Background: an optimization exercise with open tools, aiming at small area, a short achievable clock period and few clock cycles. Do not read the settings as production practice.
The RTL was checked by simulation tests, not by an equivalence proof against the original design.
Power is estimated from default activity; no workload was simulated.

### constraint.sdc
create_clock -name core_clock -period 4.0 [get_ports {clk}]
set_input_delay 0.8000 -clock core_clock [delete_from_list [all_inputs] [get_ports {clk}]]
set_output_delay 0.8000 -clock core_clock [all_outputs]
set_load 0.01 [all_outputs]
### design.v
module tz_hash (
    input  wire         clk,
    input  wire         rst,
    input  wire         in_valid,
    output wire         in_ready,
    input  wire [1:0]   in_op,
    input  wire [7:0]   in_data,
    output wire         idle,
    output wire [511:0] digest,
    output reg          err
);
    localparam [1:0] OP_INIT   = 2'd0;
    localparam [1:0] OP_ABSORB = 2'd1;
    localparam [1:0] OP_BIT    = 2'd2;
    localparam [1:0] OP_CAT    = 2'd3;
    localparam [126:0] ONE = 127'd1;
    function [126:0] fmulx;
        input [126:0] v;
        begin
            fmulx = {v[125:0], 1'b0};
            if (v[126])
                fmulx = fmulx ^ {63'd0, 1'b1, 62'd0, 1'b1};
        end
    endfunction
    function [126:0] fred;
        input [134:0] v;
        begin
            fred = v[126:0] ^ {56'd0, v[134:127], 55'd0, v[134:127]};
        end
    endfunction
    function [126:0] fmulx8;
        input [126:0] v;
        begin
            fmulx8 = fred({v, 8'd0});
        end
    endfunction
    function [126:0] fmulxm128;
        input [126:0] v;
        reg [252:0] w;
        begin
            w = {v, 126'd0} ^ {1'b0, v, 125'd0} ^ {65'd0, v, 61'd0};
            w = {126'd0, w[126:0]} ^ ({127'd0, w[252:127]} << 63) ^ {127'd0, w[252:127]};
            w = {126'd0, w[126:0]} ^ ({127'd0, w[252:127]} << 63) ^ {127'd0, w[252:127]};
            fmulxm128 = w[126:0];
        end
    endfunction
    function [126:0] fmulx128;
        input [126:0] v;
        reg [190:0] w;
        begin
            w = {v, 64'd0};
            fmulx128 = w[126:0] ^ {w[190:127], 63'd0} ^ {63'd0, w[190:127]} ^ fmulx(v);
        end
    endfunction
    function [126:0] fmul8;
        input [126:0] v;
        input [7:0]   m;
        reg   [126:0] w;
        integer i;
        begin
            fmul8 = 127'd0;
            w = v;
            for (i = 0; i < 8; i = i + 1) begin
                if (m[i]) fmul8 = fmul8 ^ w;
                w = fmulx(w);
            end
        end
    endfunction
    reg [126:0] sa, sb, sc, sd;
    reg [126:0] u1, u2, u3, u4;
    reg         pv;         
    reg [1:0]   pop;
    reg [7:0]   pdata;
    reg         ph;         
    reg [5:0]   idx;        
    reg         bad;        
    reg         rdy;        
    reg         idl;        
    reg         c_init, c_abs, c_mul, c_first, c_hi, c_sw, c_wb, c_unsw;
    reg [3:0]   nib;        
    reg [3:0]   nibc_n;     
    reg [7:0]   mb;         
    assign in_ready = rdy;
    assign idle     = idl;
    assign digest   = {1'b0, sa, 1'b0, sb, 1'b0, sc, 1'b0, sd};
    wire accept = in_valid && rdy;
    wire        mul_now  = pv && pop[1];           
    wire        end_now  = mul_now && idx == 6'd63;
    wire        consumed = pv && (pop == OP_ABSORB ? ph : (pop == OP_BIT ? idx == 6'd63 : 1'b1));
    wire        n_pv     = accept || (pv && !consumed);
    wire [1:0]  n_pop    = accept ? in_op : pop;
    wire [7:0]  n_pdata  = accept ? in_data : pdata;
    wire        n_ph     = (pv && pop == OP_ABSORB) ? !ph : ph;
    wire [5:0]  n_idx    = mul_now ? idx + 6'd1 : idx;
    wire        bad_now  = bad || (pop == OP_CAT && idx[3:0] == 4'd0 && pdata[7]);
    wire        n_bad    = mul_now ? (bad_now && idx != 6'd63) : bad;
    wire        n_last   = n_idx == 6'd63;
    wire        n_busy   = (n_pop == OP_ABSORB && !n_ph) || n_pop == OP_BIT ||
                           (n_pop == OP_CAT && n_last);
    reg [7:0] n_mb;
    always @(*) begin
        if (n_pop == OP_BIT) begin
            if (n_idx[3:0] != 4'd15)
                n_mb = 8'd0;
            else
                case (n_idx[5:4])
                    2'd0: n_mb = 8'h02;                       
                    2'd1: n_mb = {6'd0, n_pdata[0], 1'b1};    
                    2'd2: n_mb = 8'h01;                       
                    default: n_mb = {7'd0, n_pdata[0]};       
                endcase
        end else
            n_mb = n_pdata;
    end
    wire [126:0] a1, a2, a3, a4, nb;
    wire [126:0] c1, c2, c3, c4, nd;
    tz_xstep xa1 (.a(sa), .p(sb), .y(a1));
    tz_tstep xa2 (.a(a1), .p(sa), .t(nib[3]), .y(a2));
    tz_tstep xa3 (.a(a2), .p(a1), .t(nib[2]), .y(a3));
    tz_tstep xa4 (.a(a3), .p(a2), .t(nib[1]), .y(a4));
    tz_bstep xb4 (.a(a4), .p(a3), .t(nib[0]), .y(nb));
    tz_xstep xc1 (.a(sc), .p(sd), .y(c1));
    tz_tstep xc2 (.a(c1), .p(sc), .t(!nibc_n[3]), .y(c2));
    tz_tstep xc3 (.a(c2), .p(c1), .t(!nibc_n[2]), .y(c3));
    tz_tstep xc4 (.a(c3), .p(c2), .t(!nibc_n[1]), .y(c4));
    tz_bstep xd4 (.a(c4), .p(c3), .t(!nibc_n[0]), .y(nd));
    wire [126:0] s1 = fmulx8(c_first ? (c_hi ? u3 : 127'd0) : u1);
    wire [126:0] s2 = fmulx8(c_first ? (c_hi ? u4 : 127'd0) : u2);
    wire [126:0] o1 = s1 ^ fmul8(sa, mb);
    wire [126:0] o2 = s2 ^ fmul8(sc, mb);
    always @(posedge clk) begin
        if (rst) begin
            pv      <= 1'b0;
            ph      <= 1'b0;
            idx     <= 6'd0;
            bad     <= 1'b0;
            rdy     <= 1'b1;
            idl     <= 1'b1;
            c_init  <= 1'b0;
            c_abs   <= 1'b0;
            c_mul   <= 1'b0;
            c_sw    <= 1'b0;
            c_wb    <= 1'b0;
            c_unsw  <= 1'b0;
        end else begin
            pv      <= n_pv;
            pop     <= n_pop;
            pdata   <= n_pdata;
            ph      <= n_ph;
            idx     <= n_idx;
            bad     <= n_bad;
            rdy     <= !(n_pv && n_busy);
            idl     <= !n_pv && n_idx == 6'd0 && !end_now;
            c_init  <= n_pv && n_pop == OP_INIT;
            c_abs   <= n_pv && n_pop == OP_ABSORB;
            c_mul   <= n_pv && n_pop[1];
            c_first <= n_idx[3:0] == 4'd0;
            c_hi    <= n_idx[5];
            c_sw    <= n_pv && n_pop[1] && n_idx == 6'd31;
            c_wb    <= end_now && !bad_now;
            c_unsw  <= end_now && bad_now;
            nib     <= n_ph ? n_pdata[3:0] : n_pdata[7:4];
            nibc_n  <= ~(n_ph ? n_pdata[3:0] : n_pdata[7:4]);
            mb      <= n_mb;
            if (c_mul) begin
                u1 <= o1;
                u2 <= o2;
                if (c_first) begin
                    u3 <= fmulxm128(u1);
                    u4 <= fmulxm128(u2);
                end
            end
        end
    end
    wire         abs_go = c_abs && !rst;
    reg  [126:0] ka, kb, kc, kd;
    always @(*) begin
        if (abs_go) begin
            ka = 127'd0;
            kb = 127'd0;
            kc = 127'd0;
            kd = 127'd0;
        end else if (rst || c_init) begin
            ka = ONE;
            kb = 127'd0;
            kc = 127'd0;
            kd = ONE;
        end else if (c_sw || c_unsw) begin
            ka = sb;
            kb = sa;
            kc = sd;
            kd = sc;
        end else if (c_wb) begin
            ka = fmulx128(u3);
            kb = u1;
            kc = fmulx128(u4);
            kd = u2;
        end else begin
            ka = sa;
            kb = sb;
            kc = sc;
            kd = sd;
        end
    end
    wire [126:0] da, db, dc, dd;
    tz_andor ma (.s(abs_go), .a(a4), .b(ka), .y(da));
    tz_andor mb_ (.s(abs_go), .a(nb), .b(kb), .y(db));
    tz_andor mc (.s(abs_go), .a(c4), .b(kc), .y(dc));
    tz_andor md (.s(abs_go), .a(nd), .b(kd), .y(dd));
    always @(posedge clk) begin
        sa <= da;
        sb <= db;
        sc <= dc;
        sd <= dd;
    end
    always @(posedge clk) begin
        if (rst || c_init)
            err <= 1'b0;
        else if (c_unsw)
            err <= 1'b1;
    end
endmodule
module tz_xstep (
    input  wire [126:0] a,
    input  wire [126:0] p,
    output wire [126:0] y
);
    assign y = {a[125:0], 1'b0} ^ {63'd0, a[126], 62'd0, a[126]} ^ p;
endmodule
module tz_tstep (
    input  wire [126:0] a,
    input  wire [126:0] p,
    input  wire         t,
    output wire [126:0] y
);
    assign y = {a[125:0], 1'b0} ^ {63'd0, a[126], 62'd0, a[126]} ^ p ^ (t ? a : 127'd0);
endmodule
module tz_andor (
    input  wire         s,
    input  wire [126:0] a,
    input  wire [126:0] b,
    output wire [126:0] y
);
    assign y = (s ? a : 127'd0) | b;
endmodule
module tz_bstep (
    input  wire [126:0] a,
    input  wire [126:0] p,
    input  wire         t,
    output wire [126:0] y
);
    assign y = p ^ (t ? a : 127'd0);
endmodule
### config.mk
export PLATFORM = sky130hd
export DESIGN_NAME = tz_hash
export DESIGN_NICKNAME = tz_hash
export VERILOG_FILES = /design/flow/design.v
export SDC_FILE = /design/flow/constraint.sdc
export NUM_CORES = 4
export LEC_CHECK = 0
export CAP_MARGIN = 20
export CORE_MARGIN = 2
export CORE_UTILIZATION = 30
export PLACE_DENSITY = 0.5
export SETUP_SLACK_MARGIN = 1.0
export SLEW_MARGIN = 20
export SYNTH_HIERARCHICAL = 1
### run.sh
#!/bin/bash
# synth_recipe.tcl (not shown) runs the flow's synth.tcl, then flattens the netlist and writes it again
# the make line also repeats each setting of config.mk as NAME=value (left out here)
make -C /OpenROAD-flow-scripts/flow DESIGN_CONFIG=/design/flow/config.mk WORK_HOME=/design/flow/orfs CLKGATE_MAP_FILE= SYNTH_SCRIPT=/design/flow/synth_recipe.tcl finish
==> impl_metrics.env, run 1 <==
export IMPL_synthFlopType="edfxtp_1"
export IMPL_synth_ff_latch_count=1062
export IMPL_pin_count=528
export IMPL_vias_per_cell=4.85
export IMPL_hold_class="reg -> reg"
export IMPL_synthesis_area_per_instance_um2=8.35
export IMPL_grt_first_pass_wirelength_mm=561
export IMPL_synth_top_area_share=0.236
export IMPL_number_of_sinks_handled_by_clock_tree_synthesis=1062
export IMPL_htreeDepth=4
export IMPL_critical_path_startpoint_type="flip-flop"
export IMPL_vdd_ir_drop_max_v=0.000310
export IMPL_total_leakage_power_uw=0.0504
export IMPL_asyncSetResetFlopFracSynth=0
export IMPL_grt_antenna_before_repair=6
export IMPL_finalWirelength_mm=382
export IMPL_tritoncts_clock_tree="yes"
export IMPL_chipHeight_um=593
export IMPL_die_area_um2=352000
export IMPL_max_clock_path_buffers=4
export IMPL_start_util=0.301
export IMPL_number_of_synthesized_flops_with_an_enable_pin=536
export IMPL_slew_headroom=0.324
export IMPL_timing_final_crit_share=0.737
export IMPL_setup_viol_count_final=0
export IMPL_critical_path_cell_chain="buf_4 > clkdlybuf4s50_1"
export IMPL_finalHoldViolations=0
export IMPL_drt_pass1_iterations=5
export IMPL_crit_path_largest_cell_delay_ns=0.73
export IMPL_slew_violations=0
export IMPL_rsz0062_at_grt="yes"
export IMPL_grt_pass1_vias=81486
export IMPL_drtIter0Drc=5789
export IMPL_drc_errors=0
export IMPL_ys_types=50
export IMPL_max_freq_ghz=0.339
export IMPL_dp_hpwl_mm=263
export IMPL_sequential_area_share_after_synthesis=0.256
export IMPL_clock_root_buffer="clkbuf_16"
export IMPL_post_route_min_period_ns=2.95
export IMPL_area_growth_syn_to_layout_pct=17.3
export IMPL_synth_area_leaders="xnor2_1 (24%), edfxtp_1 (15%), xor2_1 (13%)"
export IMPL_setup_slack_ns=1.05
export IMPL_syn_inst=12476
export IMPL_final_fill_count=35830
export IMPL_layout_cells_most_common="nand2_1"
export IMPL_power_density_nw_per_um2=621
export IMPL_ant_nets=0
export IMPL_power_total_uw=75900
export IMPL_crit_required_ns=3.20
export IMPL_cts_inserted_buffers=155
export IMPL_grt_start_max_net_pins=139
export IMPL_dp_worst_setup_slack_ns=0.703
export IMPL_run_status="finished clean"
export IMPL_synth_top_cell_by_area="xnor2_1"
export IMPL_finalClockSkew_ns=0.0447
export IMPL_port_buffer_count=523
export IMPL_drv_cap=0
export IMPL_grt_usage=0.209
export IMPL_core_area_um2=346000
export IMPL_row_count=216
export IMPL_cts_clk_slew_worst_paths_ns=0.06
export IMPL_timing_critical_path_slowest_stage_cell="clkdlybuf4s50_1"
export IMPL_critPathArrivalTime_ns=2.15
export IMPL_die_width_um=593
export IMPL_vias=84102
export IMPL_count_of_warnings_emitted_by_yosys=7
export IMPL_worst_setup_path_end_kind="output pin"
export IMPL_layout_drive_gt1_share=0.112
export IMPL_globalRouteOverflowTotal=0
export IMPL_hold_buffers=0
export IMPL_synthesis_area_um2=104000
export IMPL_worst_path_max_fanout=12
export IMPL_final_nets=12654
export IMPL_path_class="reg -> out"
export IMPL_routabilityCongestion=0.836
export IMPL_clock_latency_ns=0.85
export IMPL_worst_margin_slew_ns=1.01
export IMPL_final_cell_mix="nand2_1 (2819), xnor2_1 (2587), xor2_1 (1514), nor2_1 (651), edfxtp_1 (536)"
export IMPL_post_drt_wl_per_cell_um=22.0
power by group:
part	switching [uW]	leakage [uW]	total, uW	internal (uW)
combinational	25200	0.0386	47000	21800
sequential	1250	0.00916	14200	12900
clock	5880	0.00259	14700	8840
cell usage after synthesis, types with 2 or more instances:
cell and number:
nor3_1 3, buf_2 337, o21a_1 2, o21ai_0 8, edfxtp_1 536, xnor3_1 12
ha_1 6, and2_1 4, nand2_1 2819, a21oi_1 133, a31oi_1 246, buf_4 42
buf_8 24, inv_1 28, o22ai_1 10, buf_6 41, xor3_1 2, nand3_1 4
xor2_1 1536, nor4_1 2, mux2_2 2, or3_1 4, and3_1 5, clkbuf_1 332
xnor2_1 2810, a211oi_1 508, nand3b_1 4, nor2_1 652, a21o_1 508, dfxtp_1 526
mux2i_1 388, and2b_1 6, nor2b_1 242, buf_1 196, xor2_2 5, nand2_2 240
xnor2_2 240
kinds of logic after synthesis:
logic type / Yosys count / share of synthesized area
xor+xnor: 4605 / 0.407
fa+ha+maj: 6 / 0.000721
buf+inv: 1000 / 0.0471
mux: 390 / 0.0375
simple gates: 3989 / 0.156
flops: 1062 / 0.256
compound gates: 1423 / 0.0962
other cells: 1 / 0.0000360
per-stage QoR:
stage,instance area [um^2],utilization,instances,setup TNS (ns),hold WS [ns]
final,122000,0.353,17340,0,0.485
after global routing,122000,0.353,17340,0,0.502
after CTS,120000,0.348,17330,0,0.496
after detailed placement,115000,0.332,17044,0,0.478
after global placement,115000,0.332,17044,0,0.468
after floorplan,104000,-,12479,-1433.84,0.424
cell type report:
| type | instances | area (um^2) | area share |
|---|---|---|---|
| tap | 4578 | 5730 | 0.0469 |
| timing repair inverter | 3 | 28.8 | 0.000236 |
| clock inverter | 67 | 792 | 0.00648 |
| antenna | 1 | 2.50 | 0.0000205 |
| sequential | 1062 | 26600 | 0.218 |
| clock buffer | 216 | 4440 | 0.0363 |
| inverter | 28 | 146 | 0.00120 |
| multi-input combinational | 10417 | 74600 | 0.610 |
| timing repair buffer | 968 | 9840 | 0.0805 |
modules after synthesis (local to each module, per instance):
module,cells inside,cell area (um^2),flops+latches,copies in the design
tz_bstep,268,1690,0,2
tz_tstep,395,3230,0,6
tz_xstep,127,1130,0,2
tz_hash,8752,74900,1062,1
tz_andor,141,1050,0,4
sequential cells by signal (all words and copies together) (netlist names), 4 cells and up:
name / cells
u3: 127
idx: 6
sc: 127
nib: 4
sa: 127
u4: 127
u2: 127
sb: 127
sd: 127
mb: 8
u1: 127
pdata: 8
nibc_n: 4
worst max-delay path: cells and delay by family, from the launching register on:
| kind | cells | cell delay [ns] |
|---|---|---|
| buf+inv | 2 | 0.98 |
| flops | 1 | 0.35 |
layer usage:
layer,track usage,routed length [um],part of all wire,up-vias
met5,0,0,0,-
met4,0.0685,14100,0.037,0
met3,0.0368,23400,0.061,463
met2,0.349,178000,0.47,2165
met1,0.272,167000,0.44,41100
li1,-,-,-,40374
final timing paths:
kind	startpoint	end	slack, ns	depth (start not counted)
worst max-delay path	sa[55]$_DFF_P_	digest[439]	1.05	2
worst min-delay path	err$_SDFFE_PN0P_	err$_SDFFE_PN0P_	0.48	1
worst max register to register	nib[3]$_DFFE_PN_	sb[32]$_DFF_P_	1.09	11
worst min register to register	err$_SDFFE_PN0P_	err$_SDFFE_PN0P_	0.48	1
timing repair:
item	4_1_cts	5_1_grt
buffers inserted	1	6
endpoints found under the setup margin	164	221
endpoints found under the hold margin	0	0
resized for setup	53	255
pin swaps	0	4
gates cloned	2	3
Testbench counts, summed over its fixed seeds: cycles 69,724.
==> run 2, diff against run 1 <==
--- a/design.v
+++ b/design.v
@@ -34,22 +34,21 @@
             fmulx8 = fred({v, 8'd0});
         end
     endfunction
-    function [126:0] fmulxm128;
-        input [126:0] v;
-        reg [252:0] w;
-        begin
-            w = {v, 126'd0} ^ {1'b0, v, 125'd0} ^ {65'd0, v, 61'd0};
-            w = {126'd0, w[126:0]} ^ ({127'd0, w[252:127]} << 63) ^ {127'd0, w[252:127]};
-            w = {126'd0, w[126:0]} ^ ({127'd0, w[252:127]} << 63) ^ {127'd0, w[252:127]};
-            fmulxm128 = w[126:0];
-        end
-    endfunction
-    function [126:0] fmulx128;
-        input [126:0] v;
-        reg [190:0] w;
-        begin
-            w = {v, 64'd0};
-            fmulx128 = w[126:0] ^ {w[190:127], 63'd0} ^ {63'd0, w[190:127]} ^ fmulx(v);
+    function [126:0] fdivx;
+        input [126:0] v;
+        begin
+            fdivx = {1'b0, v[126:1]};
+            if (v[0])
+                fdivx = fdivx ^ {1'b1, 63'd0, 1'b1, 62'd0};
+        end
+    endfunction
+    function [126:0] fdivx8;
+        input [126:0] v;
+        integer i;
+        begin
+            fdivx8 = v;
+            for (i = 0; i < 8; i = i + 1)
+                fdivx8 = fdivx(fdivx8);
         end
     endfunction
     function [126:0] fmul8;
@@ -76,7 +75,7 @@
     reg         bad;        
     reg         rdy;        
     reg         idl;        
-    reg         c_init, c_abs, c_mul, c_first, c_hi, c_sw, c_wb, c_unsw;
+    reg         c_init, c_abs, c_mul, c_first, c_hi, c_sw, c_wa, c_wb, c_unsw;
     reg [3:0]   nib;        
     reg [3:0]   nibc_n;     
     reg [7:0]   mb;         
@@ -124,8 +123,8 @@
     tz_tstep xc3 (.a(c2), .p(c1), .t(!nibc_n[2]), .y(c3));
     tz_tstep xc4 (.a(c3), .p(c2), .t(!nibc_n[1]), .y(c4));
     tz_bstep xd4 (.a(c4), .p(c3), .t(!nibc_n[0]), .y(nd));
-    wire [126:0] s1 = fmulx8(c_first ? (c_hi ? u3 : 127'd0) : u1);
-    wire [126:0] s2 = fmulx8(c_first ? (c_hi ? u4 : 127'd0) : u2);
+    wire [126:0] s1 = c_first ? (c_hi ? u3 : 127'd0) : fmulx8(u1);
+    wire [126:0] s2 = c_first ? (c_hi ? u4 : 127'd0) : fmulx8(u2);
     wire [126:0] o1 = s1 ^ fmul8(sa, mb);
     wire [126:0] o2 = s2 ^ fmul8(sc, mb);
     always @(posedge clk) begin
@@ -140,6 +139,7 @@
             c_abs   <= 1'b0;
             c_mul   <= 1'b0;
             c_sw    <= 1'b0;
+            c_wa    <= 1'b0;
             c_wb    <= 1'b0;
             c_unsw  <= 1'b0;
         end else begin
@@ -157,6 +157,8 @@
             c_first <= n_idx[3:0] == 4'd0;
             c_hi    <= n_idx[5];
             c_sw    <= n_pv && n_pop[1] && n_idx == 6'd31;
+            c_wa    <= n_pv && n_pop[1] && n_idx == 6'd48 && !n_bad &&
+                       !(n_pop == OP_CAT && n_pdata[7]);
             c_wb    <= end_now && !bad_now;
             c_unsw  <= end_now && bad_now;
             nib     <= n_ph ? n_pdata[3:0] : n_pdata[7:4];
@@ -165,10 +167,8 @@
             if (c_mul) begin
                 u1 <= o1;
                 u2 <= o2;
-                if (c_first) begin
-                    u3 <= fmulxm128(u1);
-                    u4 <= fmulxm128(u2);
-                end
+                u3 <= c_first ? u1 : fdivx8(u3);
+                u4 <= c_first ? u2 : fdivx8(u4);
             end
         end
     end
@@ -191,9 +191,14 @@
             kc = sd;
             kd = sc;
         end else if (c_wb) begin
-            ka = fmulx128(u3);
+            ka = sb;
             kb = u1;
-            kc = fmulx128(u4);
+            kc = sd;
+            kd = u2;
+        end else if (c_wa) begin
+            ka = sa;
+            kb = u1;
+            kc = sc;
             kd = u2;
         end else begin
             ka = sa;
==> run 2 against run 1 <==
  * Still clean on timing, DRC and antenna
  * Worst hold slack lost 0.030 ns
  * Synthesized area decreased by 3.7%
  * Via count is 3.9% lower
  * Global-route usage is 1.9 points lower
  * Setup slack improved by 0.018 ns
  * Critical path depth unchanged
  * Critical endpoint is now digest[253]
  * Largest power group unchanged
  * Highest routed layer unchanged
==> impl_metrics.env, run 2 <==
export IMPL_placed_area_um2=110000
export IMPL_cp_num_buf_inv=2
export IMPL_slew_violations=0
export IMPL_grt_pass1_vias=77917
export IMPL_pin_count=528
export IMPL_grt_start_max_net_pins=160
export IMPL_max_clock_path_buffers=4
export IMPL_design_area_um2=117000
export IMPL_clock_latency_ns=0.85
export IMPL_layout_drive_gt1_share=0.120
export IMPL_tritoncts_clock_tree="yes"
export IMPL_grt_use_met1=0.265
export IMPL_die_width_um=582
export IMPL_synthFlopType="edfxtp_1"
export IMPL_routabilityCongestion=0.797
export IMPL_die_area_um2=339000
export IMPL_synth_top_area_share=0.224
export IMPL_timing_final_crit_share=0.733
export IMPL_hold_class="reg -> reg"
export IMPL_synth_compound_gate_area_share=0.0909
export IMPL_number_of_sinks_handled_by_clock_tree_synthesis=1063
export IMPL_total_leakage_power_uw=0.0479
export IMPL_number_of_synthesized_flops_with_an_enable_pin=536
export IMPL_grt_usage=0.190
export IMPL_finalClockSkew_ns=0.0535
export IMPL_worst_setup_path_end_kind="output pin"
export IMPL_cts_clk_slew_worst_paths_ns=0.06
export IMPL_groute_layer_met2_usage=0.300
export IMPL_dp_hpwl_mm=225
export IMPL_globalRouteOverflowTotal=0
export IMPL_cts_inserted_buffers=153
export IMPL_drtIter0Drc=5455
export IMPL_vdd_ir_drop_max_v=0.000319
export IMPL_power_total_uw=63300
export IMPL_critical_path_cell_chain="buf_4 > clkdlybuf4s50_1"
export IMPL_slew_headroom=0.234
export IMPL_synth_simple_gate_area_frac=0.187
export IMPL_drc_errors=0
export IMPL_worst_margin_slew_ns=1.15
export IMPL_run_status="finished clean"
export IMPL_drv_cap=0
export IMPL_synthesis_area_um2=100000
export IMPL_finalHoldWorstSlack_ns=0.454
export IMPL_ys_types=51
export IMPL_final_cell_mix="nand2_1 (3852), xnor2_1 (2424), xor2_1 (1291), edfxtp_1 (536), dfxtp_1 (522)"
export IMPL_synth_area_leaders="xnor2_1 (22%), edfxtp_1 (16%), nand2_1 (14%)"
export IMPL_count_of_warnings_emitted_by_yosys=7
export IMPL_final_nets=12528
export IMPL_power_density_nw_per_um2=543
export IMPL_hold_buffers=0
export IMPL_core_area_um2=333000
export IMPL_synthesis_area_per_instance_um2=8.08
export IMPL_drt_pass1_iterations=8
export IMPL_post_route_min_period_ns=2.93
export IMPL_clock_root_buffer="clkbuf_16"
export IMPL_synth_top_cell_by_area="xnor2_1"
export IMPL_share_of_the_core_filled_with_cells_in_the_final_layout=0.350
export IMPL_crit_path_largest_cell_delay_ns=0.66
export IMPL_chipHeight_um=582
export IMPL_timing_critical_path_slowest_stage_cell="clkdlybuf4s50_1"
export IMPL_area_growth_syn_to_layout_pct=16.2
export IMPL_ant_nets=0
export IMPL_port_buffer_count=523
export IMPL_crit_family="buffers and inverters"
export IMPL_finalHoldViolations=0
export IMPL_synth_common_cells="nand2_1 (3852), xnor2_1 (2568), xor2_1 (1294)"
export IMPL_setup_viol_count_final=0
export IMPL_grt_first_pass_wirelength_mm=510
export IMPL_max_freq_ghz=0.341
export IMPL_synth_ff_latch_count=1063
export IMPL_critPathArrivalTime_ns=2.13
export IMPL_critical_path_startpoint_type="flip-flop"
export IMPL_use_met3=0.0361
export IMPL_synth_mux_area_frac=0.0277
export IMPL_crit_required_ns=3.20
export IMPL_row_count=212
export IMPL_yosysMostFrequentCell="nand2_1"
export IMPL_synth_xor_area_frac=0.379
export IMPL_worst_path_max_fanout=13
export IMPL_main_combinational_cell_family_by_area_after_synthesis="XOR/XNOR gates"
export IMPL_grt_antenna_before_repair=2
export IMPL_syn_inst=12409
export IMPL_finalWirelength_mm=337
export IMPL_vias=80836
export IMPL_sequential_area_share_after_synthesis=0.266
export IMPL_layout_cells_most_common="nand2_1"
export IMPL_htreeDepth=4
export IMPL_start_util=0.301
export IMPL_grt_busiest_layer="met2"
export IMPL_asyncSetResetFlopFracSynth=0
export IMPL_rsz0062_at_grt="yes"
export IMPL_vias_per_cell=4.75
export IMPL_post_drt_wl_per_cell_um=19.8
export IMPL_synthAdderAreaFrac=0.000748
export IMPL_path_class="reg -> out"
[run 2: cell types whose count changed in the layout (fill, tap and decap cells not counted), sizes merged, moves of 245 or more]
cell,delta
nand2,+1033
a211oi,-508
a311oi,+253
mux2i,-379
nor2,-378
xor2,-245
[run 2: area by class of cell]
cell class              instances  area (um^2)
inverters                      25          140
repair inverters                1         8.76
diodes                          2         5.00
clock buffers                 198         4170
fillers                     34614       217000
repair buffers                928         9330
flip-flops and latches       1063        26700
clock inverters                81          896
well taps                    4387         5490
multi-input cells           10337        69900
[run 2: logic make-up after synthesis]
| group | Yosys count |
|---|---|
| compound gates | 1310 |
| xor+xnor | 4114 |
| fa+ha+maj | 6 |
| buf+inv | 1012 |
| flops | 1063 |
| mux | 248 |
| other cells | 1 |
| simple gates | 4655 |
[run 2: worst paths after layout]
| path | from | end | slack [ns] | cells past startpoint |
|---|---|---|---|---|
| setup / recovery | sc[125]$_DFF_P_ | digest[253] | 1.07 | 2 |
| hold / removal | bad$_SDFF_PP0_ | c_wb$_SDFF_PP0_ | 0.45 | 1 |
| hold reg to reg | bad$_SDFF_PP0_ | c_wb$_SDFF_PP0_ | 0.45 | 1 |
| setup reg to reg | nibc_n[3]$_DFFE_PN_ | sd[42]$_DFF_P_ | 1.11 | 11 |
[run 2: what timing repair did]
| action | 4_1_cts | 5_1_grt |
|---|---|---|
| resized for setup | 42 | 164 |
| buffers inserted | 0 | 2 |
| cloned | 0 | 5 |
| endpoints found under the hold margin | 0 | 0 |
| setup endpoints to repair | 83 | 186 |
[run 2: layer usage]
layer,vias up,part of all wire
met2,1776,0.44
met3,351,0.060
met4,0,0.026
met1,39000,0.47
met5,-,0
li1,39709,-
[run 2: worst reg2reg max path, stage by stage, from the launching register on]
cell	delay, ns
edfxtp_1	0.41
bufinv_16	0.31
buf_16	0.31
nand2_1	0.18
xnor2_2	0.22
xor2_1	0.28
xnor2_2	0.19
xor2_1	0.22
xnor2_1	0.17
nand2_1	0.10
xnor2_1	0.18
a21o_1	0.18
[run 2: metrics by stage]
step / cells / setup WS, ns / setup TNS, ns
3_3_place_gp: 16734 / 0.782 / 0
3_5_place_dp: 16734 / 0.804 / 0
5_1_grt: 17021 / 0.949 / 0
6_report: 17022 / 1.07 / 0
2_1_floorplan: 12412 / -4.84 / -2457.20
4_1_cts: 17013 / 1.00 / 0
[run 2: power breakdown]
group	internal, uW	leakage, uW	total, uW	switching [uW]
sequential	12600	0.00918	13500	882
clock	8540	0.00248	14300	5800
combinational	16500	0.0362	35500	19000
[run 2: per-module statistics from Yosys (local to each module, per instance)]
module | times used | area [um^2] | cells
tz_hash | 1 | 71100 | 8685
tz_andor | 4 | 1050 | 141
tz_xstep | 2 | 1130 | 127
tz_tstep | 6 | 3230 | 395
tz_bstep | 2 | 1690 | 268
Testbench counts of run 2, summed over its fixed seeds: cycles 69,724.
==> run 3, diff against run 2 <==
--- a/config.mk
+++ b/config.mk
@@ -8,6 +8,8 @@
 export CAP_MARGIN = 20
 export CORE_MARGIN = 2
 export CORE_UTILIZATION = 30
+export CTS_CLUSTER_DIAMETER = 100
+export CTS_CLUSTER_SIZE = 30
 export PLACE_DENSITY = 0.5
 export SETUP_SLACK_MARGIN = 1.0
 export SLEW_MARGIN = 20
==> run 3 against run 2 <==
  * Worst hold slack better by 0.012 ns
  * Global-route usage fell by 0.13 points
  * Flip-flop and latch count is the same
  * Final cell count decreased by 0.71%
  * Sequential share of layout area grew 0.45 points
  * Sequential power is essentially flat
  * Final area decreased by 1.9%
  * Die area unchanged
  * Wire length down 0.43%
  * Synthesized cell count unchanged
  * Non-clock buffer count up 2
  * First-iteration DRC count is 0.24% lower
  * Critical endpoint is now digest[120]
  * Largest power group unchanged
==> impl_metrics.env, run 3 <==
export IMPL_hold_class="reg -> reg"
export IMPL_cp_num_buf_inv=1
export IMPL_crit_path_largest_cell_delay_ns=0.86
export IMPL_yosysMostFrequentCell="nand2_1"
export IMPL_critical_path_startpoint_type="flip-flop"
export IMPL_htreeDepth=3
export IMPL_dp_hpwl_mm=225
export IMPL_grt_use_met1=0.265
export IMPL_vias_per_cell=4.75
export IMPL_power_total_uw=58800
export IMPL_worst_setup_path_end_kind="output pin"
export IMPL_worst_margin_slew_ns=1.08
export IMPL_ys_types=51
export IMPL_grt_usage=0.189
export IMPL_grt_start_max_net_pins=160
export IMPL_reg2reg_slack_ns=1.10
export IMPL_multi_input_comb_area_um2=69700
export IMPL_port_buffer_count=523
export IMPL_core_area_um2=333000
export IMPL_post_route_min_period_ns=2.93
export IMPL_setup_slack_ns=1.07
export IMPL_power_density_nw_per_um2=514
export IMPL_grt_first_pass_wirelength_mm=506
export IMPL_sequential_area_share_after_synthesis=0.266
export IMPL_cts_inserted_buffers=87
export IMPL_setup_viol_count_final=0
export IMPL_max_freq_ghz=0.341
export IMPL_synth_common_cells="nand2_1 (3852), xnor2_1 (2568), xor2_1 (1294)"
export IMPL_synth_top_area_share=0.224
export IMPL_critical_path_cell_chain="clkdlybuf4s50_1"
export IMPL_routabilityCongestion=0.797
export IMPL_slew_violations=0
export IMPL_use_met3=0.0337
export IMPL_synthFlopType="edfxtp_1"
export IMPL_total_leakage_power_uw=0.0466
export IMPL_rsz0062_at_grt="yes"
export IMPL_drc_errors=0
export IMPL_run_status="finished clean"
export IMPL_synth_ff_latch_count=1063
export IMPL_vias=80311
export IMPL_die_area_um2=339000
export IMPL_grt_pass1_vias=77327
export IMPL_finalClockSkew_ns=0.0393
export IMPL_start_util=0.301
export IMPL_vdd_ir_drop_max_v=0.000295
export IMPL_critPathArrivalTime_ns=2.13
export IMPL_number_of_synthesized_flops_with_an_enable_pin=536
export IMPL_dp_worst_setup_slack_ns=0.804
export IMPL_slew_headroom=0.280
export IMPL_max_clock_path_buffers=4
export IMPL_drtIter0Drc=5442
export IMPL_drt_pass1_iterations=6
export IMPL_worst_path_max_fanout=4
export IMPL_synthesis_area_um2=100000
export IMPL_asyncSetResetFlopFracSynth=0
export IMPL_finalWirelength_mm=336
export IMPL_final_cell_mix="nand2_1 (3852), xnor2_1 (2455), xor2_1 (1291), edfxtp_1 (536), dfxtp_1 (522)"
export IMPL_grt_busiest_layer="met2"
export IMPL_groute_layer_met2_usage=0.298
export IMPL_chipHeight_um=582
export IMPL_final_fill_count=34765
export IMPL_grt_antenna_before_repair=3
export IMPL_crit_family="buffers and inverters"
export IMPL_crit_required_ns=3.20
export IMPL_layout_cells_most_common="nand2_1"
export IMPL_count_of_warnings_emitted_by_yosys=7
export IMPL_area_growth_syn_to_layout_pct=14.0
export IMPL_post_drt_wl_per_cell_um=19.9
export IMPL_synthesis_area_per_instance_um2=8.08
export IMPL_path_class="reg -> out"
export IMPL_synth_top_cell_by_area="xnor2_1"
export IMPL_finalHoldViolations=0
export IMPL_clock_root_buffer="clkbuf_16"
export IMPL_globalRouteOverflowTotal=0
export IMPL_syn_inst=12409
export IMPL_timing_critical_path_slowest_stage_cell="clkdlybuf4s50_1"
export IMPL_row_count=212
export IMPL_hold_buffers=0
export IMPL_timing_final_crit_share=0.733
export IMPL_layout_drive_gt1_share=0.113
export IMPL_clock_latency_ns=0.85
export IMPL_cts_clk_slew_worst_paths_ns=0.10
export IMPL_finalHoldWorstSlack_ns=0.467
export IMPL_pin_count=528
export IMPL_number_of_sinks_handled_by_clock_tree_synthesis=1063
export IMPL_synth_area_leaders="xnor2_1 (22%), edfxtp_1 (16%), nand2_1 (14%)"
export IMPL_die_width_um=582
export IMPL_seq_area_um2=26700
export IMPL_tritoncts_clock_tree="yes"
export IMPL_ant_nets=0
export IMPL_drv_cap=0
export IMPL_final_nets=12464
-- run 3: power breakdown --
group	internal, uW	switching (uW)
combinational	16400	18900
clock	4580	5400
sequential	12600	882
total	33600	25200
-- run 3: final timing paths --
kind	startpoint	end	depth (start not counted)
max	sd[120]$_DFF_P_	digest[120]	1
max reg2reg	nibc_n[3]$_DFFE_PN_	sd[51]$_DFF_P_	11
min	bad$_SDFF_PP0_	c_wb$_SDFF_PP0_	1
min reg2reg	bad$_SDFF_PP0_	c_wb$_SDFF_PP0_	1
-- run 3: final cells by class --
type / count / area share
antenna: 1 / 0.0000219
clock inverter: 61 / 0.00611
timing repair buffer: 930 / 0.0818
inverter: 25 / 0.00123
sequential: 1063 / 0.233
multi-input combinational: 10337 / 0.609
clock buffer: 96 / 0.0203
tap: 4387 / 0.0480
timing repair inverter: 1 / 0.0000766
-- run 3: cell families (layout without fill, tap and decap cells) --
family | count (synthesis) | after routing | synth area share
compound gates | 1310 | 1310 | 0.0909
xor+xnor | 4114 | 4114 | 0.379
fa+ha+maj | 6 | 6 | 0.000748
buf+inv | 1012 | 1113 | 0.0491
flops | 1063 | 1063 | 0.266
mux | 248 | 248 | 0.0277
other cells | 1 | 5 | 0.0000374
simple gates | 4655 | 4655 | 0.187
-- run 3: what timing repair did --
action / CTS / global route
setup endpoints to repair: 106 / 184
buffers inserted: 0 / 2
resized for setup: 53 / 133
cloned: 0 / 7
-- run 3: through the flow --
step	cells	TNS (ns)	utilization	area, um^2
floorplan	12412	-2457.20	-	100000
global placement	16734	0	0.331	110000
detailed placement	16734	0	0.331	110000
CTS	16891	0	0.340	113000
global route	16901	0	0.343	114000
finish	16901	0	0.343	114000
-- run 3: routing by layer --
metal / wire length [um] / vias to the layer above
met5: 0 / -
met4: 8350 / 0
met3: 20000 / 273
met2: 148000 / 1710
met1: 159000 / 38796
li1: - / 39532
-- run 3: Yosys stat by module, one instance, submodules excluded --
module    times used  flip-flops and latches  area [um^2]
tz_xstep           2                       0         1130
tz_bstep           2                       0         1690
tz_tstep           6                       0         3230
tz_hash            1                    1063        71100
tz_andor           4                       0         1050
==> run 4, diff against run 3 <==
--- a/design.v
+++ b/design.v
@@ -78,6 +78,7 @@
     reg         c_init, c_abs, c_mul, c_first, c_hi, c_sw, c_wa, c_wb, c_unsw;
     reg [3:0]   nib;        
     reg [3:0]   nibc_n;     
+    reg         nn34, nn34c_n;  
     reg [7:0]   mb;         
     assign in_ready = rdy;
     assign idle     = idl;
@@ -117,12 +118,12 @@
     tz_tstep xa2 (.a(a1), .p(sa), .t(nib[3]), .y(a2));
     tz_tstep xa3 (.a(a2), .p(a1), .t(nib[2]), .y(a3));
     tz_tstep xa4 (.a(a3), .p(a2), .t(nib[1]), .y(a4));
-    tz_bstep xb4 (.a(a4), .p(a3), .t(nib[0]), .y(nb));
+    tz_b2step xb4 (.a(a3), .p(a2), .t(nib[0]), .u(nn34), .y(nb));
     tz_xstep xc1 (.a(sc), .p(sd), .y(c1));
     tz_tstep xc2 (.a(c1), .p(sc), .t(!nibc_n[3]), .y(c2));
     tz_tstep xc3 (.a(c2), .p(c1), .t(!nibc_n[2]), .y(c3));
     tz_tstep xc4 (.a(c3), .p(c2), .t(!nibc_n[1]), .y(c4));
-    tz_bstep xd4 (.a(c4), .p(c3), .t(!nibc_n[0]), .y(nd));
+    tz_b2step xd4 (.a(c3), .p(c2), .t(!nibc_n[0]), .u(!nn34c_n), .y(nd));
     wire [126:0] s1 = c_first ? (c_hi ? u3 : 127'd0) : fmulx8(u1);
     wire [126:0] s2 = c_first ? (c_hi ? u4 : 127'd0) : fmulx8(u2);
     wire [126:0] o1 = s1 ^ fmul8(sa, mb);
@@ -163,6 +164,8 @@
             c_unsw  <= end_now && bad_now;
             nib     <= n_ph ? n_pdata[3:0] : n_pdata[7:4];
             nibc_n  <= ~(n_ph ? n_pdata[3:0] : n_pdata[7:4]);
+            nn34    <= !(n_ph ? (n_pdata[1] && n_pdata[0]) : (n_pdata[5] && n_pdata[4]));
+            nn34c_n <=  (n_ph ? (n_pdata[1] && n_pdata[0]) : (n_pdata[5] && n_pdata[4]));
             mb      <= n_mb;
             if (c_mul) begin
                 u1 <= o1;
@@ -248,11 +251,13 @@
 );
     assign y = (s ? a : 127'd0) | b;
 endmodule
-module tz_bstep (
+module tz_b2step (
     input  wire [126:0] a,
     input  wire [126:0] p,
     input  wire         t,
-    output wire [126:0] y
-);
-    assign y = p ^ (t ? a : 127'd0);
-endmodule
+    input  wire         u,
+    output wire [126:0] y
+);
+    wire [126:0] xa = {a[125:0], 1'b0} ^ {63'd0, a[126], 62'd0, a[126]};
+    assign y = (u ? a : 127'd0) ^ (t ? xa : 127'd0) ^ (t ? p : 127'd0);
+endmodule
--- a/config.mk
+++ b/config.mk
@@ -8,9 +8,7 @@
 export CAP_MARGIN = 20
 export CORE_MARGIN = 2
 export CORE_UTILIZATION = 30
-export CTS_CLUSTER_DIAMETER = 100
-export CTS_CLUSTER_SIZE = 30
 export PLACE_DENSITY = 0.5
-export SETUP_SLACK_MARGIN = 1.0
+export SETUP_SLACK_MARGIN = 1.25
 export SLEW_MARGIN = 20
 export SYNTH_HIERARCHICAL = 1
==> run 4 against run 3 <==
  * Synthesized cell count rose by 4.4%
  * First-iteration DRC count fell by 2.9%
  * Critical path type unchanged
  * Core utilization rose by 1.1 points
  * Synthesized area rose by 3.6%
  * Sequential share of layout area fell by 1.4 points
  * Count of clock-buffer cells in the layout rose by 101
  * Sequential power barely moved
  * Die area rose by 3.5%
  * Worst hold slack got worse by 0.0062 ns
  * Clock power rose by 42%
  * Highest routed layer unchanged
  * Critical endpoint is now digest[324]
  * Maximum frequency rose by 7.9%
==> impl_metrics.env, run 4 <==
export IMPL_run_status="finished clean"
export IMPL_synth_top_cell_by_area="xnor2_1"
export IMPL_area_growth_syn_to_layout_pct=17.9
export IMPL_count_of_warnings_emitted_by_yosys=7
export IMPL_number_of_sinks_handled_by_clock_tree_synthesis=1065
export IMPL_grt_pass1_vias=82300
export IMPL_total_leakage_power_uw=0.0528
export IMPL_ant_nets=0
export IMPL_critical_path_cell_chain="clkdlybuf4s50_1"
export IMPL_grt_use_met1=0.250
export IMPL_crit_family="buffers and inverters"
export IMPL_pin_count=528
export IMPL_synthFlopType="edfxtp_1"
export IMPL_post_route_min_period_ns=2.72
export IMPL_setup_viol_count_final=0
export IMPL_max_freq_ghz=0.368
export IMPL_dpl_cell_count=17422
export IMPL_vdd_ir_drop_max_v=0.000287
export IMPL_routabilityCongestion=0.797
export IMPL_grt_busiest_layer="met2"
export IMPL_path_class="reg -> out"
export IMPL_power_total_uw=61900
export IMPL_drc_errors=0
export IMPL_slew_violations=0
export IMPL_worst_path_max_fanout=4
export IMPL_start_util=0.301
export IMPL_final_cells=17764
export IMPL_crit_required_ns=3.20
export IMPL_vias=84341
export IMPL_final_nets=13078
export IMPL_yosysMostFrequentCell="nand2_1"
export IMPL_fin_setup_tns_ns=0
export IMPL_critical_path_startpoint_type="flip-flop"
export IMPL_cts_inserted_buffers=152
export IMPL_grt_usage=0.193
export IMPL_finalHoldViolations=0
export IMPL_use_met3=0.0195
export IMPL_number_of_synthesized_flops_with_an_enable_pin=538
export IMPL_max_clock_path_buffers=4
export IMPL_post_drt_wl_per_cell_um=19.8
export IMPL_rsz0062_at_grt="yes"
export IMPL_grt_first_pass_wirelength_mm=533
export IMPL_sequential_area_share_after_synthesis=0.257
export IMPL_slew_headroom=0.152
export IMPL_timing_final_crit_share=0.680
export IMPL_layout_cells_most_common="nand2_1"
export IMPL_share_of_the_core_filled_with_cells_in_the_final_layout=0.355
export IMPL_tritoncts_clock_tree="yes"
export IMPL_final_cell_mix="nand2_1 (4086), xnor2_1 (2016), xor2_1 (1763), edfxtp_1 (538), a21o_1 (510)"
export IMPL_crit_path_largest_cell_delay_ns=0.60
export IMPL_grt_start_max_net_pins=173
export IMPL_clock_latency_ns=0.85
export IMPL_worst_margin_slew_ns=1.27
export IMPL_finalWirelength_mm=351
export IMPL_drt_pass1_iterations=5
export IMPL_hold_class="reg -> reg"
export IMPL_synth_common_cells="nand2_1 (4086), xnor2_1 (2314), xor2_1 (1800)"
export IMPL_cp_num_buf_inv=1
export IMPL_port_buffer_count=523
export IMPL_chipHeight_um=592
export IMPL_core_area_um2=345000
export IMPL_timing_critical_path_slowest_stage_cell="clkdlybuf4s50_1"
export IMPL_synth_area_leaders="xnor2_1 (20%), edfxtp_1 (16%), xor2_1 (15%)"
export IMPL_critPathArrivalTime_ns=1.92
export IMPL_die_area_um2=351000
export IMPL_finalHoldWorstSlack_ns=0.461
export IMPL_grt_antenna_before_repair=7
export IMPL_synth_ff_latch_count=1065
export IMPL_asyncSetResetFlopFracSynth=0
export IMPL_hold_buffers=0
export IMPL_syn_inst=12949
export IMPL_layout_drive_gt1_share=0.140
export IMPL_htreeDepth=4
export IMPL_die_width_um=592
export IMPL_ys_types=52
export IMPL_synthesis_area_um2=104000
export IMPL_worst_setup_path_end_kind="output pin"
export IMPL_globalRouteOverflowTotal=0
export IMPL_row_count=216
export IMPL_finalClockSkew_ns=0.0389
export IMPL_dp_hpwl_mm=235
export IMPL_clock_root_buffer="clkbuf_16"
export IMPL_power_density_nw_per_um2=505
export IMPL_groute_layer_met2_usage=0.339
export IMPL_synthesis_area_per_instance_um2=8.02
export IMPL_synth_top_area_share=0.195
export IMPL_drv_cap=0
export IMPL_cts_clk_slew_worst_paths_ns=0.06
export IMPL_drtIter0Drc=5285
export IMPL_vias_per_cell=4.75
==> run 4: cell count changes after synthesis, moves of 3 or more <==
cell      delta
nand2_2     +20
clkbuf_1    -36
xor2_1     +506
buf_6        +9
buf_2       +26
nand2_1    +234
xnor2_1    -254
a21oi_1      -3
buf_4        +8
buf_1       +21
==> run 4: worst paths after layout <==
| kind | to | slack [ns] | cells past startpoint | from |
|---|---|---|---|---|
| setup / recovery | digest[324] | 1.28 | 1 | sb[68]$_DFF_P_ |
| hold / removal | c_wb$_SDFF_PP0_ | 0.46 | 1 | bad$_SDFF_PP0_ |
| setup reg to reg | sd[74]$_DFF_P_ | 1.32 | 10 | nibc_n[3]$_DFFE_PN_ |
| hold reg to reg | c_wb$_SDFF_PP0_ | 0.46 | 1 | bad$_SDFF_PP0_ |
==> run 4: layer usage <==
layer	vias to the layer above	wire length (um)
met5	-	0
met4	0	8940
met3	393	13400
met2	1716	174000
met1	40916	155000
li1	41316	-
==> run 4: layout make-up <==
class,count,area [um^2]
multi-input cells,10847,75000
flip-flops and latches,1065,26800
clock inverters,79,868
repair buffers,968,9710
repair inverters,1,8.76
clock buffers,197,4170
inverters,24,140
diodes,5,12.5
fillers,35969,223000
well taps,4578,5730
==> run 4: repair_timing <==
action,CTS,global route
gates cloned,1,3
resized for setup,624,315
buffers inserted,26,31
pin swaps,2,36
setup endpoints to repair,700,343
==> run 4: per-module statistics from Yosys, one instance, submodules excluded <==
module	area (um^2)	cells
tz_andor	1050	141
tz_tstep	3230	395
tz_b2step	3420	536
tz_hash	71200	8689
tz_xstep	1130	127
==> run 4: power breakdown <==
group          leakage, uW  switching, uW  internal [uW]
logic               0.0411          18600          15600
registers          0.00924            856          12600
clock network      0.00245           5860           8300
==> run 4: kinds of logic (layout without fill, tap and decap cells) <==
logic type | Yosys count | after routing | share of synthesized area
compound gates | 1310 | 1310 | 0.0877
mux | 248 | 248 | 0.0268
buf+inv | 1040 | 1269 | 0.0497
other cells | 1 | 9 | 0.0000361
simple gates | 4911 | 4911 | 0.191
xor+xnor | 4368 | 4368 | 0.387
flops | 1065 | 1065 | 0.257
fa+ha+maj | 6 | 6 | 0.000723
==> run 4: stage by stage <==
step / cell area (um^2) / setup slack [ns]
floorplan: 104000 / -4.86
global placement: 114000 / 0.783
detailed placement: 114000 / 0.756
CTS: 120000 / 1.24
global route: 122000 / 1.18
finish: 122000 / 1.28
Testbench counts of run 4, summed over its fixed seeds: cycles 69,724.
==> run 5, diff against run 4 <==
--- a/design.v
+++ b/design.v
@@ -54,15 +54,35 @@
     function [126:0] fmul8;
         input [126:0] v;
         input [7:0]   m;
-        reg   [126:0] w;
-        integer i;
-        begin
-            fmul8 = 127'd0;
-            w = v;
-            for (i = 0; i < 8; i = i + 1) begin
-                if (m[i]) fmul8 = fmul8 ^ w;
-                w = fmulx(w);
+        reg   [127:0] w;
+        reg   [134:0] acc;
+        reg   [3:0]   yl, yh, ys, ml, mh, ms;
+        reg   [6:0]   pl, ph, pm;
+        reg   [14:0]  p;
+        integer k, i, j;
+        begin
+            w   = {1'b0, v};
+            acc = 135'd0;
+            ml  = m[3:0];
+            mh  = m[7:4];
+            ms  = ml ^ mh;
+            for (k = 0; k < 16; k = k + 1) begin
+                yl = w[8*k +: 4];
+                yh = w[8*k+4 +: 4];
+                ys = yl ^ yh;
+                pl = 7'd0;
+                ph = 7'd0;
+                pm = 7'd0;
+                for (i = 0; i < 4; i = i + 1)
+                    for (j = 0; j < 4; j = j + 1) begin
+                        pl[i+j] = pl[i+j] ^ (yl[i] & ml[j]);
+                        ph[i+j] = ph[i+j] ^ (yh[i] & mh[j]);
+                        pm[i+j] = pm[i+j] ^ (ys[i] & ms[j]);
+                    end
+                p = {8'd0, pl} ^ {ph, 8'd0} ^ {4'd0, pm ^ pl ^ ph, 4'd0};
+                acc = acc ^ ({120'd0, p} << (8*k));
             end
+            fmul8 = fred(acc);
         end
     endfunction
     reg [126:0] sa, sb, sc, sd;
--- a/config.mk
+++ b/config.mk
@@ -8,6 +8,8 @@
 export CAP_MARGIN = 20
 export CORE_MARGIN = 2
 export CORE_UTILIZATION = 30
+export CTS_CLUSTER_DIAMETER = 100
+export CTS_CLUSTER_SIZE = 30
 export PLACE_DENSITY = 0.5
 export SETUP_SLACK_MARGIN = 1.25
 export SLEW_MARGIN = 20
==> run 5 against run 4 <==
  * Combinational power grew 3%
  * Critical path depth is the same
  * Core utilization shrank 0.12 points
  * Largest cell class unchanged
  * Clock skew grew 0.038 ns
  * Count of clock-buffer cells in the layout shrank 102
  * Sequential share of layout area grew 0.82 points
  * Wire length grew 3.7%
  * Non-clock buffer count grew 33
  * First-iteration DRC count grew 16%
  * Total power shrank 4.2%
  * Global-route usage grew 0.83 points
==> impl_metrics.env, run 5 <==
export IMPL_final_cells=17133
export IMPL_critical_path_reg2reg_endpoint="sb[64]$_DFF_P_"
export IMPL_synthAdderAreaFrac=0.000492
export IMPL_asyncSetResetFlopFracSynth=0
export IMPL_start_util=0.302
export IMPL_critical_path_startpoint_type="flip-flop"
export IMPL_tritoncts_clock_tree="yes"
export IMPL_reg2reg_depth=9
export IMPL_synthFlopType="edfxtp_1"
export IMPL_synthesis_area_um2=102000
export IMPL_hold_class="reg -> reg"
export IMPL_critPathArrivalTime_ns=1.93
export IMPL_syn_inst=12420
export IMPL_finalWirelength_mm=364
export IMPL_drc_errors=0
export IMPL_crit_required_ns=3.20
export IMPL_htreeDepth=3
export IMPL_timing_hold_worst_endpoint="idx[1]$_SDFF_PP0_"
export IMPL_share_of_the_core_filled_with_cells_in_the_final_layout=0.353
export IMPL_routabilityCongestion=0.832
export IMPL_ant_nets=0
export IMPL_vdd_ir_drop_max_v=0.000324
export IMPL_row_count=213
export IMPL_power_density_nw_per_um2=497
export IMPL_post_drt_wl_per_cell_um=21.3
export IMPL_critical_path_cell_chain="dlygate4sd2_1"
export IMPL_grt_usage=0.201
export IMPL_final_cell_mix="nand2_1 (3265), xor2_1 (2024), xnor2_1 (1728), nor2_1 (654), edfxtp_1 (538)"
export IMPL_path_class="reg -> out"
export IMPL_synth_mux_area_frac=0.0273
export IMPL_layout_cells_most_common="nand2_1"
export IMPL_crit_path_largest_cell_delay_ns=0.58
export IMPL_synth_common_cells="nand2_1 (3265), xor2_1 (2057), xnor2_1 (1981)"
export IMPL_cts_clk_slew_worst_paths_ns=0.12
export IMPL_worst_margin_slew_ns=1.11
export IMPL_synth_xor_area_frac=0.392
export IMPL_grt_start_max_net_pins=155
export IMPL_clock_root_buffer="clkbuf_16"
export IMPL_dpl_cell_count=16870
export IMPL_r2r_start="sb[63]$_DFF_P_"
export IMPL_design_area_um2=119000
export IMPL_drt_pass1_iterations=8
export IMPL_pin_count=528
export IMPL_timing_final_crit_share=0.682
export IMPL_slew_headroom=0.261
export IMPL_synth_compound_gate_area_share=0.0896
export IMPL_worst_setup_path_end_kind="output pin"
export IMPL_ys_types=51
export IMPL_area_growth_syn_to_layout_pct=17.0
export IMPL_worst_path_max_fanout=4
export IMPL_total_leakage_power_uw=0.0513
export IMPL_rsz0062_at_grt="yes"
export IMPL_globalRouteOverflowTotal=0
export IMPL_die_width_um=587
export IMPL_finalHoldViolations=0
export IMPL_synthesis_area_per_instance_um2=8.20
export IMPL_timing_critical_path_slowest_stage_cell="dlygate4sd2_1"
export IMPL_port_buffer_count=523
export IMPL_vias=82286
export IMPL_count_of_warnings_emitted_by_yosys=7
export IMPL_synth_area_leaders="xor2_1 (18%), xnor2_1 (17%), edfxtp_1 (16%)"
export IMPL_layout_drive_gt1_share=0.151
export IMPL_worstHoldStart="idx[1]$_SDFF_PP0_"
export IMPL_crit_family="buffers and inverters"
export IMPL_yosysMostFrequentCell="nand2_1"
export IMPL_number_of_sinks_handled_by_clock_tree_synthesis=1065
export IMPL_run_status="finished clean"
export IMPL_synth_ff_latch_count=1065
export IMPL_hold_path_depth=2
export IMPL_chipHeight_um=587
export IMPL_finalClockSkew_ns=0.0774
export IMPL_max_clock_path_buffers=4
export IMPL_final_nets=12563
export IMPL_grt_first_pass_wirelength_mm=537
export IMPL_grt_pass1_vias=78924
export IMPL_reg2reg_slack_ns=1.29
export IMPL_number_of_synthesized_flops_with_an_enable_pin=538
export IMPL_max_freq_ghz=0.366
export IMPL_core_area_um2=337000
export IMPL_synth_top_cell_by_area="xor2_1"
export IMPL_post_route_min_period_ns=2.73
export IMPL_clock_latency_ns=0.86
export IMPL_vias_per_cell=4.80
export IMPL_grt_antenna_before_repair=11
export IMPL_die_area_um2=344000
export IMPL_dp_hpwl_mm=251
export IMPL_placed_area_um2=112000
export IMPL_sequential_area_share_after_synthesis=0.262
export IMPL_cp_num_buf_inv=1
export IMPL_slew_violations=0
export IMPL_cts_inserted_buffers=88
export IMPL_drv_cap=0
export IMPL_synth_simple_gate_area_frac=0.179
export IMPL_drtIter0Drc=6139
export IMPL_setup_viol_count_final=0
export IMPL_main_combinational_cell_family_by_area_after_synthesis="XOR/XNOR gates"
export IMPL_synth_top_area_share=0.177
==> run 5: changes by cell type after synthesis, sizes merged, moves of 200 or more <==
cell	before	now
buf	695	450
clkbuf	321	521
nand2	4346	3527
nor2	274	657
xnor2	2554	2237
xor2	1802	2063
==> run 5: per-stage QoR <==
stage | setup WS, ns | hold WS (ns) | TNS, ns | power (uW)
2_1_floorplan | -4.68 | 0.479 | -2375.78 | 40300
3_3_place_gp | 0.749 | 0.506 | 0 | 46900
3_5_place_dp | 0.737 | 0.502 | 0 | 46900
4_1_cts | 1.22 | 0.519 | 0 | 58000
5_1_grt | 1.17 | 0.546 | 0 | 63000
6_report | 1.27 | 0.517 | 0 | 59300
==> run 5: cell families (layout without fill, tap and decap cells) <==
| family | count (synthesis) | in the layout |
|---|---|---|
| simple gates | 4478 | 4478 |
| xor+xnor | 4314 | 4314 |
| compound gates | 1314 | 1314 |
| flops | 1065 | 1065 |
| buf+inv | 996 | 1187 |
| mux | 248 | 248 |
| fa+ha+maj | 4 | 4 |
| other cells | 1 | 8 |
==> run 5: per-module statistics from Yosys (local to each module, per instance) <==
module,area (um^2),copies in the design,cells inside
tz_tstep,3230,6,395
tz_hash,69100,1,8160
tz_xstep,1130,2,127
tz_andor,1050,4,141
tz_b2step,3420,2,536
==> run 5: what timing repair did <==
| item | CTS | global route |
|---|---|---|
| gates resized for setup | 653 | 305 |
| setup buffers | 46 | 46 |
| setup endpoints to repair | 948 | 471 |
| hold buffers | 0 | 0 |
| gates cloned | 3 | 6 |
| pin swaps | 8 | 51 |
==> run 5: metal layers <==
| metal | GRT usage | wire length (um) | vias up |
|---|---|---|---|
| met4 | 0.0334 | 6690 | 4 |
| met1 | 0.285 | 170000 | 40132 |
| met3 | 0.0261 | 20200 | 308 |
| met2 | 0.328 | 167000 | 2060 |
| met5 | 0 | 21 | - |
| li1 | - | - | 39782 |
==> run 5: power breakdown <==
group,switching (uW),internal (uW),leakage [uW]
logic,19200,16000,0.0404
clock network,5530,4810,0.00154
registers,1010,12700,0.00930
==> run 5: worst max-delay path by stage <==
stage                     cells after the start  slack, ns                 from              end
after floorplan                               1      -4.68                  rst  u1[0]$_DFFE_PP_
after global placement                        9       0.75     nib[3]$_DFFE_PN_   sb[63]$_DFF_P_
after detailed placement                      9       0.74     nib[3]$_DFFE_PN_   sb[63]$_DFF_P_
after CTS                                     1       1.22      sd[124]$_DFF_P_      digest[124]
after global routing                         11       1.17  nibc_n[3]$_DFFE_PN_   sd[17]$_DFF_P_
final                                         1       1.27      sb[121]$_DFF_P_      digest[377]
==> run 5: area by class of cell <==
| class | instances | area, um^2 |
|---|---|---|
| diodes | 4 | 10.0 |
| clock buffers | 95 | 2310 |
| clock inverters | 63 | 857 |
| fillers | 34872 | 218000 |
| inverters | 25 | 135 |
| multi-input cells | 10362 | 72700 |
| flip-flops and latches | 1065 | 27100 |
| well taps | 4515 | 5650 |
| repair buffers | 1001 | 10300 |
| repair inverters | 3 | 31.3 |
Testbench counts of run 5, summed over its fixed seeds: cycles 69,724.
==> run 6, diff against run 5 <==
--- a/config.mk
+++ b/config.mk
@@ -8,9 +8,9 @@
 export CAP_MARGIN = 20
 export CORE_MARGIN = 2
 export CORE_UTILIZATION = 30
-export CTS_CLUSTER_DIAMETER = 100
-export CTS_CLUSTER_SIZE = 30
+export CTS_CLUSTER_DIAMETER = 80
+export CTS_CLUSTER_SIZE = 20
 export PLACE_DENSITY = 0.5
-export SETUP_SLACK_MARGIN = 1.25
+export SETUP_SLACK_MARGIN = 1.3
 export SLEW_MARGIN = 20
 export SYNTH_HIERARCHICAL = 1
==> run 6 against run 5 <==
  * Die area is the same
  * Setup slack improved by 0.029 ns
  * Sequential power hardly changed
  * Combinational power increased by 4%
  * Maximum frequency rose by 1.1%
  * Register-to-register slack barely moved
  * Final cell count is 0.99% higher
  * Sequential share of layout area fell by 0.52 points
==> impl_metrics.env, run 6 <==
export IMPL_final_nets=12704
export IMPL_syn_inst=12420
export IMPL_drt_pass1_iterations=6
export IMPL_critical_path_startpoint_type="flip-flop"
export IMPL_grt_first_pass_wirelength_mm=543
export IMPL_layout_drive_gt1_share=0.179
export IMPL_ys_types=51
export IMPL_worst_margin_slew_ns=1.13
export IMPL_grt_start_max_net_pins=155
export IMPL_run_status="finished clean"
export IMPL_layout_cells_most_common="nand2_1"
export IMPL_share_of_the_core_filled_with_cells_in_the_final_layout=0.364
export IMPL_path_class="reg -> reg"
export IMPL_use_met3=0.0278
export IMPL_crit_required_ns=4.77
export IMPL_synth_top_area_share=0.177
export IMPL_synth_common_cells="nand2_1 (3265), xor2_1 (2057), xnor2_1 (1981)"
export IMPL_rsz0062_at_grt="yes"
export IMPL_critPathArrivalTime_ns=3.47
export IMPL_ant_nets=0
export IMPL_yosysMostFrequentCell="nand2_1"
export IMPL_final_fill_count=34656
export IMPL_max_freq_ghz=0.370
export IMPL_worst_setup_path_end_kind="flip-flop"
export IMPL_vias=83258
export IMPL_finalHoldViolations=0
export IMPL_timing_final_crit_share=0.675
export IMPL_die_area_um2=344000
export IMPL_finalClockSkew_ns=0.0338
export IMPL_drtIter0Drc=6188
export IMPL_design_area_um2=123000
export IMPL_htreeDepth=3
export IMPL_reg2reg_slack_ns=1.30
export IMPL_finalWirelength_mm=372
export IMPL_finalHoldWorstSlack_ns=0.512
export IMPL_grt_pass1_vias=79624
export IMPL_globalRouteOverflowTotal=0
export IMPL_hold_class="reg -> reg"
export IMPL_core_area_um2=337000
export IMPL_cts_clk_slew_worst_paths_ns=0.08
export IMPL_slew_headroom=0.247
export IMPL_max_clock_path_buffers=4
export IMPL_synthFlopType="edfxtp_1"
export IMPL_vdd_ir_drop_max_v=0.000348
export IMPL_dp_hpwl_mm=251
export IMPL_grt_busiest_layer="met2"
export IMPL_start_util=0.302
export IMPL_dp_worst_setup_slack_ns=0.737
export IMPL_drv_cap=0
export IMPL_row_count=213
export IMPL_number_of_sinks_handled_by_clock_tree_synthesis=1065
export IMPL_sequential_area_share_after_synthesis=0.262
export IMPL_synthesis_area_um2=102000
export IMPL_vias_per_cell=4.81
export IMPL_synth_ff_latch_count=1065
export IMPL_routabilityCongestion=0.832
export IMPL_die_width_um=587
export IMPL_post_route_min_period_ns=2.70
export IMPL_clock_root_buffer="clkbuf_16"
export IMPL_worst_path_max_fanout=8
export IMPL_setup_slack_ns=1.30
export IMPL_grt_usage=0.204
export IMPL_grt_antenna_before_repair=16
export IMPL_synth_top_cell_by_area="xor2_1"
export IMPL_asyncSetResetFlopFracSynth=0
export IMPL_count_of_warnings_emitted_by_yosys=7
export IMPL_clock_latency_ns=0.89
export IMPL_groute_layer_met2_usage=0.332
export IMPL_placed_area_um2=112000
export IMPL_setup_viol_count_final=0
export IMPL_area_growth_syn_to_layout_pct=20.4
export IMPL_synthesis_area_per_instance_um2=8.20
export IMPL_grt_use_met1=0.286
export IMPL_total_leakage_power_uw=0.0535
export IMPL_cts_inserted_buffers=117
export IMPL_pin_count=528
export IMPL_chipHeight_um=587
export IMPL_drc_errors=0
export IMPL_final_cell_mix="nand2_1 (3265), xor2_1 (1962), xnor2_1 (1679), nor2_1 (654), edfxtp_1 (538)"
export IMPL_power_total_uw=62600
export IMPL_post_drt_wl_per_cell_um=21.5
export IMPL_power_density_nw_per_um2=511
export IMPL_synth_area_leaders="xor2_1 (18%), xnor2_1 (17%), edfxtp_1 (16%)"
export IMPL_port_buffer_count=523
export IMPL_number_of_synthesized_flops_with_an_enable_pin=538
export IMPL_slew_violations=0
export IMPL_tritoncts_clock_tree="yes"
-- run 6: where the power goes --
part | switching [uW] | internal, uW | total, uW
clock network | 5910 | 6320 | 12200
logic | 19900 | 16900 | 36700
registers | 913 | 12700 | 13700
-- run 6: logic make-up (layout without fill, tap and decap cells) --
| family | Yosys count | in the layout | synth area share |
|---|---|---|---|
| XOR/XNOR | 4314 | 4314 | 0.392 |
| AND/OR/NAND/NOR | 4478 | 4478 | 0.179 |
| other | 1 | 7 | 0.0000368 |
| AO/OA/AOI/OAI | 1314 | 1314 | 0.0896 |
| flip-flops | 1065 | 1065 | 0.262 |
| multiplexers | 248 | 248 | 0.0273 |
| adder cells (fa/ha/maj) | 4 | 4 | 0.000492 |
| buffers and inverters | 996 | 1358 | 0.0492 |
-- run 6: cell type report --
class | instances | area (um^2) | share of cell area
Antenna cell | 3 | 7.51 | 0.0000612
Clock buffer | 130 | 3120 | 0.0255
Clock inverter | 87 | 967 | 0.00789
Inverter | 25 | 135 | 0.00110
Multi-Input combinational cell | 10362 | 74300 | 0.606
Sequential cell | 1065 | 27200 | 0.222
Tap cell | 4515 | 5650 | 0.0461
Timing Repair Buffer | 1113 | 11100 | 0.0908
Timing Repair inverter | 3 | 31.3 | 0.000255
-- run 6: per-stage QoR --
stage	setup TNS [ns]	cells
final	0	17303
after floorplan	-2375.78	12423
after global routing	0	17301
after detailed placement	0	16870
after CTS	0	17193
after global placement	0	16870
-- run 6: metal layers --
| metal | up-vias | part of all wire |
|---|---|---|
| li1 | 40042 | - |
| met1 | 40670 | 0.46 |
| met2 | 2209 | 0.46 |
| met3 | 335 | 0.058 |
| met4 | 2 | 0.019 |
| met5 | - | 0.000019 |
-- run 6: path summary, 6_finish.rpt --
check / from / endpoint / depth (start not counted)
max reg2reg: nibc_n[3]$_DFFE_PN_ / sd[15]$_DFF_P_ / 11
min reg2reg: idx[1]$_SDFF_PP0_ / idx[1]$_SDFF_PP0_ / 2
min: idx[1]$_SDFF_PP0_ / idx[1]$_SDFF_PP0_ / 2
max: nibc_n[3]$_DFFE_PN_ / sd[15]$_DFF_P_ / 11
-- run 6: modules after synthesis, one instance, submodules excluded --
module,area (um^2),cells inside,flops+latches,copies in the design
tz_andor,1050,141,0,4
tz_b2step,3420,536,0,2
tz_hash,69100,8160,1065,1
tz_tstep,3230,395,0,6
tz_xstep,1130,127,0,2
-- run 6: critical path, cell delays in order, from the launching register on --
cell	delay, ns
edfxtp_1	0.46
buf_4	0.24
inv_6	0.20
buf_4	0.20
nand2_1	0.10
xnor2_2	0.30
xor2_1	0.16
xnor2_2	0.32
xor2_1	0.17
nand2_1	0.08
xor2_1	0.17
a21o_1	0.17
-- run 6: repair_timing --
action	4_1_cts	5_1_grt
hold buffers	0	0
setup endpoints to repair	1136	457
resized for setup	1072	412
pin swaps	26	90
setup buffers	101	96
gates cloned	5	11

re-timing with driven ports:
Ports are ideal in the flow. The routed layouts listed here were re-timed in OpenROAD.
Step 1 assumes that a clkbuf_16 drives the clock port and a buf_2 every other input.
Step 2 also shifts input and output timing later by t, the mid clock arrival at the registers, as if the neighbouring blocks saw the same clock.
Three values: no drivers, after step 1, after step 2; two values: the first two.
run | t, ns | setup WS [ns] | latest minus earliest clock arrival (ns) | worst slew at a driven data input, ns | pins driven straight from the clock port
run 1 | 0.935 | 1.052 / 0.943 / 0.870 | 0.045 / 0.045 | 0.09 | 1
run 2 | 0.914 | 1.070 / 0.976 / 0.830 | 0.054 / 0.054 | 0.05 | 1
run 3 | 0.925 | 1.066 / 0.974 / 0.820 | 0.048 / 0.048 | 0.05 | 1
run 4 | 0.924 | 1.281 / 1.183 / 0.805 | 0.046 / 0.045 | 0.14 | 1
run 5 | 0.925 | 1.271 / 1.171 / 0.938 | 0.078 / 0.078 | 0.11 | 1
run 6 | 0.975 | 1.300 / 1.228 / 0.955 | 0.047 / 0.048 | 0.11 | 1
After both steps setup and hold are still met in every run listed. The setup slack of run 4, which loses most, moves by -0.098 ns with the drivers and by -0.476 ns with both steps.
